Background: an optimization exercise with open tools, aiming at small area, a short achievable clock period and few clock cycles per item. Do not read the settings as production practice.
Only simulation tests tie the RTL to the original design; equivalence was not proved.
Power figures rest on the tool's default switching activity, not on a simulated workload.

File: config.mk
export PLATFORM = sky130hd
export DESIGN_NAME = fcodec
export DESIGN_NICKNAME = fcodec
export VERILOG_FILES = /design/flow/design.v
export SDC_FILE = /design/flow/constraint.sdc
export NUM_CORES = 4
export LEC_CHECK = 0
export CAP_MARGIN = 20
export CORE_MARGIN = 2
export CORE_UTILIZATION = 40
export SLEW_MARGIN = 20
File: constraint.sdc
create_clock -name core_clock -period 14.0 [get_ports {clk}]
set_input_delay 2.8000 -clock core_clock [delete_from_list [all_inputs] [get_ports {clk}]]
set_output_delay 2.8000 -clock core_clock [all_outputs]
set_load 0.01 [all_outputs]
File: design.v
module fcodec (
    input  wire        clk,
    input  wire        rst,
    input  wire        in_valid,
    output wire        in_ready,
    input  wire [2:0]  op,
    input  wire [7:0]  sig,
    input  wire [63:0] opa,
    output reg         out_valid,
    output reg  [31:0] res,
    output reg         frng,
    output reg  [1:0]  err
);
    assign in_ready = 1'b1;
    wire        w24   = op[1];                  
    wire [4:0]  s     = sig[4:0];               
    wire [4:0]  e_w   = (w24 ? 5'd23 : 5'd15) - s;    
    wire signed [20:0] bias = (21'sd1 <<< (e_w - 5'd1)) - 21'sd1;
    wire [22:0] smax  = (23'd1 << s) - 23'd1;   
    reg [1:0] chk_err;
    always @(*) begin
        chk_err = 2'd0;
        case (op)
            3'd0, 3'd1: if (sig < 8'd4 || sig > 8'd12) chk_err = 2'd3;
            3'd2, 3'd3: if (sig < 8'd4 || sig > 8'd20) chk_err = 2'd3;
            3'd4, 3'd5: if (sig != 8'd0) chk_err = 2'd1;
            default:    chk_err = 2'd1;
        endcase
    end
    wire        e_sign = opa[31];
    wire [7:0]  e32    = opa[30:23];
    wire [22:0] f23    = opa[22:0];
    wire [4:0]  shift  = 5'd23 - s;
    wire [23:0] f_rnd  = {1'b0, f23} + (24'd1 << (shift - 5'd1));
    wire [23:0] sig_r  = f_rnd >> shift;
    wire [22:0] sig_c  = (sig_r >= {1'b0, smax}) ? smax : sig_r[22:0];
    wire signed [20:0] se = $signed({13'd0, e32}) - 21'sd127;
    reg  [22:0] e_mag;
    reg  [23:0] m;
    reg  signed [20:0] d;
    reg  [23:0] m_rnd;
    always @(*) begin
        m     = 24'd0;
        d     = 21'sd0;
        m_rnd = 24'd0;
        if (se <= -bias) begin
            m = {1'b0, sig_c} | (24'd1 << s);
            d = 21'sd1 - bias - se;
            if (d >= 21'sd16) begin
                e_mag = 23'd0;
            end else begin
                m_rnd = m + (24'd1 << (d[4:0] - 5'd1));
                e_mag = m_rnd[22:0] >> d[4:0];
            end
        end else if (se > bias) begin
            e_mag = ((((23'd1 << e_w) - 23'd2)) << s) | smax;
        end else begin
            e_mag = ((se + bias) << s) | sig_c;
        end
    end
    wire [31:0] enc_res = w24 ? {8'd0, e_sign, e_mag[22:0]}
                              : {16'd0, e_sign, e_mag[14:0]};
    wire        d_sign = w24 ? opa[23] : opa[15];
    wire [22:0] d_mag  = w24 ? opa[22:0] : {8'd0, opa[14:0]};
    wire [22:0] ef     = d_mag >> s;
    wire [22:0] d_sig  = d_mag & smax;
    reg  [4:0]  p;
    reg  signed [21:0] r;
    reg  [22:0] fo;
    reg  [31:0] dec_res;
    reg         dec_frng;
    integer     i;
    always @(*) begin
        p = 5'd0;
        for (i = 0; i < 23; i = i + 1)
            if (d_sig[i]) p = i[4:0];
        if (ef == 23'd0) begin
            r  = 22'sd128 - $signed({bias[20], bias}) - $signed({17'd0, s}) + $signed({17'd0, p});
            fo = d_sig << (5'd23 - p);
        end else begin
            r  = $signed({1'b0, ef[20:0]}) - $signed({bias[20], bias}) + 22'sd127;
            fo = d_sig << (5'd23 - s);
        end
        if (d_mag == 23'd0) begin
            dec_res  = 32'd0;
            dec_frng = 1'b0;
        end else if (r >= 22'sd255) begin
            dec_res  = {d_sign, 31'h7F7FFFFF};
            dec_frng = 1'b1;
        end else if (r <= 22'sd0) begin
            dec_res  = {d_sign, 31'd0};
            dec_frng = 1'b1;
        end else begin
            dec_res  = {d_sign, r[7:0], fo};
            dec_frng = 1'b0;
        end
    end
    wire val32 = !(opa[30:23] == 8'hFF || (opa[30:23] == 8'h00 && opa[22:0] != 23'd0));
    wire val64 = !(opa[62:52] == 11'h7FF || (opa[62:52] == 11'h000 && opa[51:0] != 52'd0));
    always @(posedge clk) begin
        if (rst) begin
            out_valid <= 1'b0;
            res       <= 32'd0;
            frng      <= 1'b0;
            err       <= 2'd0;
        end else begin
            out_valid <= in_valid;
            if (in_valid) begin
                err  <= chk_err;
                frng <= 1'b0;
                res  <= 32'd0;
                if (chk_err == 2'd0) begin
                    case (op)
                        3'd0, 3'd2: res <= enc_res;
                        3'd1, 3'd3: begin res <= dec_res; frng <= dec_frng; end
                        3'd4:       res <= {31'd0, val32};
                        default:    res <= {31'd0, val64};
                    endcase
                end
            end
        end
    end
endmodule
File: run.sh
#!/bin/bash
# synth_recipe.tcl (not shown) runs the flow's synth.tcl, then flattens the netlist and writes it again
# the make line also repeats each setting of config.mk as NAME=value (left out here)
make -C /OpenROAD-flow-scripts/flow DESIGN_CONFIG=/design/flow/config.mk WORK_HOME=/design/flow/orfs CLKGATE_MAP_FILE= SYNTH_SCRIPT=/design/flow/synth_recipe.tcl finish
==> impl_metrics.csv <==
group,metric,value,unit
floorplanning,die_h,234,um
timing,fin_ws,0.764,ns
clock_tree,path_clk_slew,0.06,ns
place,place_hpwl,85500,um
timing,final.setup.tns,0,ns
global_route,grt_pass1_vias,24500,
route,avgViaCountPerCell,6.91,
yosys,ys_types,107,
route,drc,0,
route,postRouteAntennaNets,0,
yosys,synth_top_family_by_area,"compound AO/OA/AOI/OAI gates",
timing,drv_slew,0,
critical_path,worstPathRequired,14.16,ns
clock_tree,post-cts-setup-buffers,0,
route,dr.pass1.iters,6,
final_layout,drive_gt1_share,7.32,%
pwr,ir_drop,0.0488,mV
floorplanning,io_pins,115,
critical_path,worstSetupStartpointType,"input port",
floorplanning,coreArea,0.0524,mm^2
yosys,synthMuxAreaShare,8.96,%
route,wl_per_cell,27.9,um
clock_tree,ctsLongestPathBuffers,2,
yosys,syn-num-nets,3457,
timing,max_freq,75.6,MHz
place,portBuffers,112,
yosys,ys_seq_elements,36,
clock_tree,cts_hold_buf,0,
yosys,synth_simple_gate_area_share,25.2,%
route,vias,26500,
floorplanning,dieArea,0.0548,mm^2
timing,rsz0062_at_grt,"false",
critical_path,arrival,13.40,ns
clock_tree,numCtsBuffers,5,
timing,slew_headroom,18.2,%
floorplanning,num_rows,84,
final_layout,post-route-util,44.4,%
timing,fin_worst_skew,0,ns
place,gp_congestion,1.06,
yosys,synth_top_cell_area_share,14.9,%
hold_path,hp-class,"reg -> reg",
yosys,yosys_warnings,1,
yosys,postSynth.asyncResetShare,0,%
floorplanning,initial_core_util,40.4,%
timing,hold_ws,0.466,ns
global_route,grtUsageTotal,37.8,%
route,drt-initial-drc-count,3245,
clock_tree,cts_sinks,36,
critical_path,crit_path_max_fanout,29,
critical_path,slowest_stage,"a211oi_1",
clock_tree,cts_tree,"yes",
critical_path,end_kind,"register",
yosys,synth-adder-area-share,15.9,%
critical_path,path_class,"in -> reg",
yosys,synth_compound_area_share,35.7,%
floorplanning,die_x,234,um
clock_tree,clock-root-buffer,"clkbuf_16",
yosys,synth_top_cell_by_area,"ha_1",
yosys,synth-xor-area-share,4.52,%
pwr,power.leakage,9.65,nW
yosys,synth_area_leaders,"ha_1 15%, a21oi_1 5.9%, o21ai_0 5.6%",
yosys,synth_edf_count,0,
global_route,grt_overflow,0,
global_route,antenna_found_initial,4,
clock_tree,cts_resized,0,
timing,period_needed,13.24,ns
pwr,p_per_area,89.7,mW/mm^2
final_layout,area_growth,9.80,%
place,pre_cts_ws,0.842,ns
job,drv_cap,0,
yosys,synthesis.area,0.0212,mm^2
yosys,ys.flop_type,"dfxtp_1",
clock_tree,ctsHtreeMaxLevel,2,
outcome,outcome,"timing/DRC/antenna clean",
yosys,seq_area_frac_synth,3.40,%
yosys,syn_inst,3116,
global_route,grt_pass1_wl,157000,um
timing,hold_viol,0,
timing,setup_violations,0,
yosys,syn_avg_cell_area,6.80,um^2
final_layout,nets,3480,
critical_path,cpPeakStageDelay,0.71,ns
route,wl,107000,um
timing,worst_pin_slew,1.22,ns
clock_tree,clock_latency,0.29,ns
global_route,grt_start_max_net_pins,60,
timing,fin_crit_sh,94.5,%
==> where the power goes <==
group	leakage [nW]	internal [mW]	total, mW	switching, mW
registers	0.291	0.103	0.104	0.000437
clock network	0.0798	0.0837	0.133	0.0488
logic	9.28	0.631	1.85	1.22
==> path summary, 6_finish.rpt <==
check / endpoint / cells after the start / slack (ns) / startpoint
min reg2reg: res[27]$_SDFFE_PP0P_ / 2 / 0.47 / res[27]$_SDFFE_PP0P_
max reg2reg: res[0]$_SDFFE_PP0P_ / 5 / 12.54 / res[0]$_SDFFE_PP0P_
min: res[27]$_SDFFE_PP0P_ / 2 / 0.47 / res[27]$_SDFFE_PP0P_
max: res[5]$_SDFFE_PP0P_ / 44 / 0.76 / sig[3]
==> layout by cell type (no fill, tap or decap), types with 18 or more instances in the layout <==
cell type	Yosys	final
o221ai_1	22	22
clkdlybuf4s50_1	0	107
mux2i_1	93	93
o21bai_1	18	18
or2_2	19	19
o21ai_0	236	236
nor2_1	304	303
nor4_1	44	44
mux4_2	27	27
o211ai_1	51	51
a31oi_1	39	39
a21oi_1	248	248
or3_1	25	25
xnor2_1	73	73
buf_4	9	100
nand2b_1	36	36
o21a_1	36	36
a211oi_1	50	50
nand3_1	120	120
dfxtp_1	36	36
a22oi_1	29	29
xor2_1	31	31
o2111ai_1	21	21
o22ai_1	41	41
o31ai_1	28	28
and3_1	22	22
nand2_1	279	279
mux2_2	32	32
nand4_1	41	41
a211o_1	18	18
ha_1	252	252
nor2b_1	32	32
a21o_1	74	74
inv_1	121	121
and2_1	35	35
nor3_1	99	99
==> Yosys cell counts (31+ instances only) <==
cell,number
a211oi_1,50
a21o_1,74
a21oi_1,248
a31oi_1,39
and2_1,35
buf_2,38
clkbuf_1,116
dfxtp_1,36
ha_1,252
inv_1,121
mux2_2,32
mux2i_1,93
nand2_1,279
nand2b_1,36
nand3_1,120
nand4_1,41
nor2_1,304
nor2b_1,32
nor3_1,99
nor4_1,44
o211ai_1,51
o21a_1,36
o21ai_0,236
o22ai_1,41
xnor2_1,73
xor2_1,31
==> flip-flops by register name, summed over array words and instances (netlist names) <==
name,cells
err,2
frng,1
out_valid,1
res,32
==> area by class of cell <==
cell class / count / area, um^2
Antenna cell: 2 / 5.00
Clock buffer: 5 / 125
Clock inverter: 3 / 42.5
Fill cell: 5494 / 29200
Inverter: 130 / 488
Multi-Input combinational cell: 2756 / 19200
Sequential cell: 36 / 721
Tap cell: 688 / 861
Timing Repair Buffer: 210 / 1850
==> worst max-delay path, delay by kind of cell <==
kind,cells,cell delay [ns]
adder cells (fa/ha/maj),5,1.74
buffers and inverters,6,1.01
AND/OR/NAND/NOR,8,1.70
multiplexers,1,0.32
XOR/XNOR,1,0.21
AO/OA/AOI/OAI,23,5.56
==> cell families (layout without fill, tap and decap cells) <==
logic type,Yosys count,in the layout
other,1,3
AND/OR/NAND/NOR,1109,1109
multiplexers,152,152
AO/OA/AOI/OAI,1125,1125
flip-flops,36,36
buffers and inverters,324,348
adder cells (fa/ha/maj),263,263
XOR/XNOR,106,106
==> metal layers <==
layer | routed length, um | up-vias | GRT usage (%) | part of all wire, %
met3 | 9700 | 393 | 6.72 | 9.1
met5 | 25 | - | 0 | 0.023
li1 | - | 11900 | - | -
met4 | 8630 | 4 | 25.1 | 8.1
met1 | 42200 | 12600 | 47.6 | 40
met2 | 46300 | 1546 | 59.0 | 43
==> metrics by stage <==
| stage | area [um^2] | total power [mW] | instances |
|---|---|---|---|
| after floorplan | 21200 | 1.30 | 3116 |
| after global placement | 23100 | 1.87 | 3820 |
| after detailed placement | 23100 | 1.89 | 3820 |
| after CTS | 23300 | 2.03 | 3828 |
| after global routing | 23300 | 2.22 | 3830 |
| final | 23300 | 2.09 | 3830 |
Testbench counts, summed over its fixed seeds: cycles 32,008, items 32,000.

## port drivers added, routing unchanged
Ports are ideal in the flow. The routed layout listed here was re-timed in OpenROAD. Step 1: set_driving_cell puts a clkbuf_16 on clk and a buf_2 on each other input, an assumption about the parent block. Step 2 moves the port delays by t, midway between the first and last clock arrival at a register: inputs arrive t later, outputs are due t later. That takes back most of the time a late clock gives input paths. a / b / c = no drivers / after step 1 / after step 2; a / b = the first two.
t (ns): 0.336
setup WS [ns]: 0.764 / 0.777 / 0.441
hold WS [ns]: 0.466 / 0.466 / 0.466
slew at the worst register clock pin (ns): 0.06 / 0.06
cell pins on the clock port's net: 1
After both steps this run still meets setup and hold. The setup slack of this run moves by +0.013 ns with the drivers and by -0.323 ns with both steps.
